Source: an optimization exercise on an open RTL-to-GDS flow (aim: small area). Production flows keep margins and buffers that such runs may drop.
Where RTL was checked, it was by simulation tests only, not by an equivalence proof against the original.
Power figures rest on the tool's default switching activity, not on a simulated workload.

== cedar ==
## gfte
module gfte (
    input  wire        clk,
    input  wire        rst,         
    input  wire        hsel,
    input  wire        hwrite,
    input  wire [17:0] haddr,
    input  wire [2:0]  hsize,
    input  wire [31:0] hwdata,
    output reg  [31:0] hrdata,
    output reg         bus_err,
    output reg         tx_valid,
    output reg  [7:0]  tx_data,
    input  wire        tx_ready,
    input  wire        rx_valid,
    input  wire [7:0]  rx_data,
    input  wire        ch_closed,
    input  wire        ch_err,
    input  wire        tick,
    output reg         irq
);
    localparam [1:0] PH_IDLE = 2'd0, PH_TX = 2'd1, PH_RX = 2'd2, PH_HOLD = 2'd3;
    reg [1:0]   phase;
    reg         done, err;
    reg [2:0]   err_code;
    reg [2:0]   outcome;
    reg [2:0]   reason;
    reg [31:0]  req;
    reg [15:0]  tx_len;
    reg [25:0]  policy;
    reg [7:0]   rsp_addr, rsp_cmd;
    reg [3:0]   rx_len;
    reg         nak_valid;
    reg [8:0]   attempts;
    reg [15:0]  dl;
    reg [3:0]   ctr;            
    reg [7:0]   acc;            
    reg [1:0]   rs;             
    reg [63:0]  txp;
    reg [63:0]  rxp;
    reg [7:0]   R [1:11];       
    reg [11:2]  M;              
    reg [7:1]   G;              
    wire [7:0]  req_addr = req[7:0];
    wire [7:0]  req_cmd  = req[15:8];
    wire [7:0]  req_rsp  = req[23:16];
    wire [7:0]  req_nak  = req[31:24];
    integer i, j, k;
    wire size_ok = (hsize == 3'd4) && (haddr[1:0] == 2'b00);
    wire is_csr  = (haddr[17:6] == 12'd0) && (haddr[5:2] <= 4'd10);
    wire win_ok  = (haddr[15:3] == 13'd0);
    wire is_txw  = (haddr[17:16] == 2'b01) && win_ok;
    wire is_rxw  = (haddr[17:16] == 2'b10) && win_ok;
    wire mapped  = size_ok && (is_csr || is_txw || is_rxw);
    wire host_rd = hsel && !hwrite && !rst && mapped;
    wire host_wr = hsel &&  hwrite && !rst && mapped;
    wire busy0 = (phase != PH_IDLE);
    reg [7:0] tx_byte;
    always @(*) begin
        case (ctr)
            4'd0:  tx_byte = 8'h01;
  ...
clock: 25.0 ns
lec_check: 0
abc_area: 1
cap_margin: 20
core_margin: 2
core_utilization: 50
cts_buf_list: sky130_fd_sc_hd__clkbuf_4
place_density: 0.65
slew_margin: 20
run.sh (not shown) runs the stock make flow with config.mk's settings and CLKGATE_MAP_FILE= SYNTH_SCRIPT=/design/flow/synth_recipe.tcl, a recipe that flattens the netlist after the stock synthesis.
Per the final summary, cedar finished and its layout is clean on timing, DRC and antenna.
Inputs modified between cedar and indigo:
-- flow/config.mk --
<<< cedar, line 10
export CORE_MARGIN = 2
export CORE_UTILIZATION = 50
export CTS_BUF_LIST = sky130_fd_sc_hd__clkbuf_4
export PLACE_DENSITY = 0.65
export SLEW_MARGIN = 20
>>> indigo, line 10
export CORE_MARGIN = 2
export CORE_UTILIZATION = 20
export PLACE_DENSITY = 0.4
export SLEW_MARGIN = 20
==> comparison <==
Relative to cedar, transition time at the pin with the least slew margin decreased by 0.10 ns in indigo. Compared with cedar, indigo shows a setup slack that is 0.73 ns higher. Between cedar and indigo, the post-layout instance count excluding filler cells is higher for indigo. In indigo relative to cedar, width of the die had gone up by more than half. indigo ends up with higher design area than cedar does. Compared with cedar, indigo shows a share of total power in sequential cells that is 2.2 points lower. Summary of the comparison: clock insertion delay at the later pin of the skew report is lower in indigo, relative to cedar. Combinational gate power down about 0.8% in indigo wrt cedar. Status: number of sequential storage elements parity (cedar, indigo). Compared with cedar, first-pass GRT wire length in indigo increased by a little under 10%.
No run of this note included a check of the RTL's function; only the layout flow was run.


## JK
Another version of the RTL of gfte (not shown whole).
For scale: ~2,100 cells after synthesis, roughly 370 flip-flops, about 110 I/O pins, about 20,000 sq um of cells after synthesis.
Design gfte, start of the top module:
module gfte (
    input  wire        clk,
    input  wire        rst,         
    input  wire        hsel,
    input  wire        hwrite,
    input  wire [17:0] haddr,
    input  wire [2:0]  hsize,
    input  wire [31:0] hwdata,
    output reg  [31:0] hrdata,
    output reg         bus_err,
    output reg         tx_valid,
    output reg  [7:0]  tx_data,
    input  wire        tx_ready,
    input  wire        rx_valid,
    input  wire [7:0]  rx_data,
    input  wire        ch_closed,
    input  wire        ch_err,
    input  wire        tick,
    output reg         irq
);
    localparam [1:0] PH_IDLE = 2'd0, PH_TX = 2'd1, PH_RX = 2'd2, PH_HOLD = 2'd3;
    reg [1:0]   phase;
    reg         done;
    reg [2:0]   err_code;       
    wire        err = (err_code != 3'd0);
    reg [3:0]   res;            
    reg [31:0]  req;
    reg [15:0]  tx_len;
    reg [25:0]  policy;
    reg [7:0]   rsp_addr, rsp_cmd;
    reg [3:0]   rx_len;
    reg [8:0]   attempts;
    reg [15:0]  dl;
    reg [3:0]   ctr;            
    reg [1:0]   rs;             
    reg [63:0]  txp;
    reg [63:0]  rxp;
    reg [7:0]   R [1:11];       
    reg [11:2]  M;              
    reg [7:1]   G;              
    wire [7:0]  req_addr = req[7:0];
    wire [7:0]  req_cmd  = req[15:8];
    wire [7:0]  req_rsp  = req[23:16];
    wire [7:0]  req_nak  = req[31:24];
    wire [2:0]  reason  = res[3] ? 3'd0 : res[2:0];
  ...
export LEC_CHECK = 0
export CAP_MARGIN = 20
export CORE_MARGIN = 2
export CORE_UTILIZATION = 65
export PLACE_DENSITY = 0.75
export SLEW_MARGIN = 20
create_clock -name core_clock -period 25.0 [get_ports {clk}]
standard.sh (not shown) runs the stock make flow with config.mk's settings and CLKGATE_MAP_FILE= SYNTH_SCRIPT=/design/flow/synth_recipe.tcl, a recipe that flattens the netlist after the stock synthesis.
==> flow/flow/run.sh <==
#!/bin/bash
# Layout flow: the standard flow (standard.sh) with three changes:
#  - synthesis maps with area-oriented ABC scripts (flow/my_synth.tcl,
#    flow/area*.abc), several tried and the smallest kept;
#  - the clock tree uses clkbuf_4 leaf clusters and no dummy loads;
#  - port buffers are buf_1 cells.
set -euo pipefail
W=$PWD
export GFTE_ABC_DIR=$W/flow
export GFTE_ABC_CANDS="area2.abc:0"
CTS="-sink_clustering_enable -repair_clock_nets -sink_clustering_size 8 -sink_clustering_max_diameter 40 -buf_list sky130_fd_sc_hd__clkbuf_4 -dont_use_dummy_load"
bash standard.sh SYNTH_SCRIPT=$W/flow/my_synth.tcl "CTS_ARGS=$CTS" "BUFFER_PORTS_ARGS=-buffer_cell sky130_fd_sc_hd__buf_1" finish > $W/flow_make.log 2>&1
==> flow/flow/area1.abc <==
strash
&get -n
&deepsyn -T 60 -S @SEED@
&put
dch -f
amap -F 6 -A 30
==> flow/flow/area2.abc <==
strash
&get -n
&syn2
&deepsyn -T 60 -S @SEED@
&put
dch -f
amap -F 6 -A 30
==> flow/flow/area3.abc <==
strash
&get -n
&deepsyn -T 60
&deepsyn -T 60 -S @SEED@
&put
dch -f
amap -F 6 -A 30
==> flow/flow/my_synth.tcl <==
proc synth {args} { yosys synth -nofsm -noshare {*}$args }
proc abc {args} {
  set i [lsearch -exact $args -script]
  set j [lsearch -exact $args -liberty]
  set lib [lindex $args [expr { $j + 1 }]]
  set tmp $::env(OBJECTS_DIR)
  yosys design -save gfte_pre_abc
  set best_area -1
  set best_seed -1
  foreach cand $::env(GFTE_ABC_CANDS) {
    lassign [split $cand :] file s
    set seed [file rootname $file]_$s
    set template [read [open $::env(GFTE_ABC_DIR)/$file r]]
    set f [open $tmp/gfte_abc_$seed.script w]
    puts $f [string map [list @SEED@ $s] $template]
    close $f
    set a $args
    lset a [expr { $i + 1 }] $tmp/gfte_abc_$seed.script
    yosys design -load gfte_pre_abc
    if { [catch { yosys abc {*}$a } msg] } {
      puts "GFTE abc seed $seed failed: $msg"
      continue
    }
    yosys tee -q -o $tmp/gfte_stat_$seed.txt stat -liberty $lib
    set area -1
    foreach line [split [read [open $tmp/gfte_stat_$seed.txt r]] "\n"] {
      if { [regexp {Chip area for module.*:\s*([0-9.]+)} $line -> v] } { set area $v }
    }
    puts "GFTE abc seed $seed: area $area"
    if { $area > 0 && ($best_area < 0 || $area < $best_area) } {
      set best_area $area
      set best_seed $seed
      yosys design -save gfte_best_abc
    }
  }
  puts "GFTE abc: kept seed $best_seed, area $best_area"
  yosys design -load gfte_best_abc
}
source $::env(SCRIPTS_DIR)/synth.tcl
# left out here: clear keep_hierarchy, flatten, clean up, hide names made inside functions, write 1_2_yosys.v
## Diff of input files: MS against JK
==> flow/flow/run.sh <==
#!/bin/bash
# Layout flow: the standard flow (standard.sh) with three changes:
#  - synthesis maps with area-oriented ABC scripts (flow/my_synth.tcl,
#    flow/area*.abc), several tried and the smallest kept;
#  - the clock tree uses clkbuf_8 leaf clusters and no dummy loads;
#  - port buffers are buf_1 cells.
set -euo pipefail
W=$PWD
export GFTE_ABC_DIR=$W/flow
export GFTE_ABC_CANDS="area1.abc:2"
CTS="-sink_clustering_enable -repair_clock_nets -sink_clustering_size 14 -sink_clustering_max_diameter 50 -buf_list sky130_fd_sc_hd__clkbuf_8 -dont_use_dummy_load"
bash standard.sh SYNTH_SCRIPT=$W/flow/my_synth.tcl "CTS_ARGS=$CTS" "BUFFER_PORTS_ARGS=-buffer_cell sky130_fd_sc_hd__buf_1" finish > $W/flow_make.log 2>&1
-- flow/config.mk --
<<< JK, line 8
export CAP_MARGIN = 20
export CORE_MARGIN = 2
export CORE_UTILIZATION = 65
export PLACE_DENSITY = 0.75
export SLEW_MARGIN = 20
>>> MS, line 8
export CAP_MARGIN = 20
export CORE_MARGIN = 2
export CORE_UTILIZATION = 50
export GPL_TIMING_DRIVEN = 0
export PLACE_DENSITY = 0.65
export SLEW_MARGIN = 20
Results
In MS, cell count of the worst reg-to-reg path is higher than in JK.
The first-pass GRT wire length reported for MS is greater than that of JK by 6.8 mm.
Power share of the clock group was lower in the run labelled JK.
For MS, the launching instance or port of the critical path was rx_data[1], unlike JK, where it was rx_data[0].
JK → MS: layout cell share with drive strength beyond 1 dropped 0.39 points; final design utilization dropped 15 points.
Comparing MS against JK, there is no change at all in number of nets with antenna violations after routing.
### MS -> AL
==> flow/flow/run.sh <==
#!/bin/bash
# Layout flow: the standard flow (standard.sh) with three changes:
#  - synthesis maps with area-oriented ABC scripts (flow/my_synth.tcl,
#    flow/area*.abc), several tried and the smallest kept;
#  - the clock tree uses clkbuf_8 leaf clusters and no dummy loads;
#  - port buffers are buf_1 cells.
set -euo pipefail
W=$PWD
export GFTE_ABC_DIR=$W/flow
export GFTE_ABC_CANDS="area1.abc:0 area1.abc:1 area1.abc:2 area2.abc:0 area2.abc:1 area3.abc:3 area3.abc:5"
CTS="-sink_clustering_enable -repair_clock_nets -sink_clustering_size 14 -sink_clustering_max_diameter 50 -buf_list sky130_fd_sc_hd__clkbuf_8 -dont_use_dummy_load"
bash standard.sh SYNTH_SCRIPT=$W/flow/my_synth.tcl "CTS_ARGS=$CTS" "BUFFER_PORTS_ARGS=-buffer_cell sky130_fd_sc_hd__buf_1" finish > $W/flow_make.log 2>&1
-- flow/config.mk --
<<< MS, line 9
export CORE_MARGIN = 2
export CORE_UTILIZATION = 50
export GPL_TIMING_DRIVEN = 0
export PLACE_DENSITY = 0.65
export SLEW_MARGIN = 20
>>> AL, line 9
export CORE_MARGIN = 2
export CORE_UTILIZATION = 50
export PLACE_DENSITY = 0.65
export SLEW_MARGIN = 20
## What came out
- AL: all stages complete, timing, DRC and antenna checks passed
- Wire length delta (MS -> AL): insignificant
- Between AL and MS, it is AL whose non-clock buffer count is higher, by 12%.
- Routed wire length on met3 ended up 8.3% higher on AL than on MS.
- Lower actual slew at the worst max-slew pin goes to AL over MS.
- Launching element of the worst setup path: rx_data[2] -> AL, rx_data[1] -> MS
The inputs of TR differ from those of AL as listed below.
==> flow/flow/run.sh <==
#!/bin/bash
# Layout flow: the standard flow (standard.sh) with three changes:
#  - synthesis maps with area-oriented ABC scripts (flow/my_synth.tcl,
#    flow/area*.abc), several tried and the smallest kept;
#  - the clock tree uses clkbuf_4 leaf clusters and no dummy loads;
#  - port buffers are buf_1 cells.
set -euo pipefail
W=$PWD
export GFTE_ABC_DIR=$W/flow
export GFTE_ABC_CANDS="area2.abc:0"
CTS="-sink_clustering_enable -repair_clock_nets -sink_clustering_size 8 -sink_clustering_max_diameter 40 -buf_list sky130_fd_sc_hd__clkbuf_4 -dont_use_dummy_load"
bash standard.sh SYNTH_SCRIPT=$W/flow/my_synth.tcl "CTS_ARGS=$CTS" "BUFFER_PORTS_ARGS=-buffer_cell sky130_fd_sc_hd__buf_1" finish > $W/flow_make.log 2>&1
==> flow/flow/area4.abc (new file) <==
strash
&get -n
&deepsyn -T 60 -S @SEED@
&nf -p -R 1000
&put
==> flow/config.mk <==
export PLATFORM = sky130hd
export DESIGN_NAME = gfte
export DESIGN_NICKNAME = gfte
export VERILOG_FILES = /design/flow/design.v
export SDC_FILE = /design/flow/constraint.sdc
export NUM_CORES = 8
export LEC_CHECK = 0
export CAP_MARGIN = 12
export CORE_MARGIN = 2
export CORE_UTILIZATION = 65
export PLACE_DENSITY = 0.75
export SLEW_MARGIN = 12
[summary]
- Of TR and AL, the lower first-pass GRT wire length belongs to TR.
- Comparing area fraction in compound gates after synthesis for TR and AL, the smaller number came from AL.
- [compare] base=AL new=TR: initial core utilization went up, post-layout worst setup margin went up.
- The final layouts of TR and AL pass the timing, design-rule and antenna checks.

==> re-timing with driven ports <==
In the flow no input, the clock included, has a driving cell. The finished layouts below were timed again as built, in two steps. Step 1 (the two cells are an assumption about what drives the block):
set clk [get_ports {clk}]
set_driving_cell -lib_cell sky130_fd_sc_hd__clkbuf_16 $clk
set_driving_cell -lib_cell sky130_fd_sc_hd__buf_2 [delete_from_list [all_inputs] $clk]
Step 2 times the ports against the registers' clock, not the clock port: input delays grow and output delays shrink by t, the midpoint of the rising clock arrivals with the driver on. a / b / c = ideal ports / drivers / drivers and shift; a / b = the first two.
| run | shift t [ns] | setup WS [ns] | worst setup path at the end | latest minus earliest clock arrival (ns) | pins driven straight from the clock port |
|---|---|---|---|---|---|
| cedar | 0.946 | 9.947 / 9.924 / 9.924 | input to output | 0.064 / 0.064 | 1 |
| indigo | 0.703 | 10.678 / 10.656 / 10.656 | input to output | 0.034 / 0.035 | 1 |
| JK | 0.863 | 6.053 / 6.064 / 5.200 | input to register | 0.087 / 0.087 | 1 |
| MS | 0.681 | 2.803 / 2.781 / 2.100 | input to register | 0.067 / 0.066 | 1 |
| AL | 0.680 | 5.081 / 5.110 / 4.430 | input to register | 0.065 / 0.065 | 1 |
| TR | 0.818 | 5.878 / 5.897 / 5.079 | input to register | 0.084 / 0.084 | 1 |
After both steps setup and hold are still met in every run listed. The setup slack of JK, which loses most, moves by +0.011 ns with the drivers and by -0.853 ns with both steps.
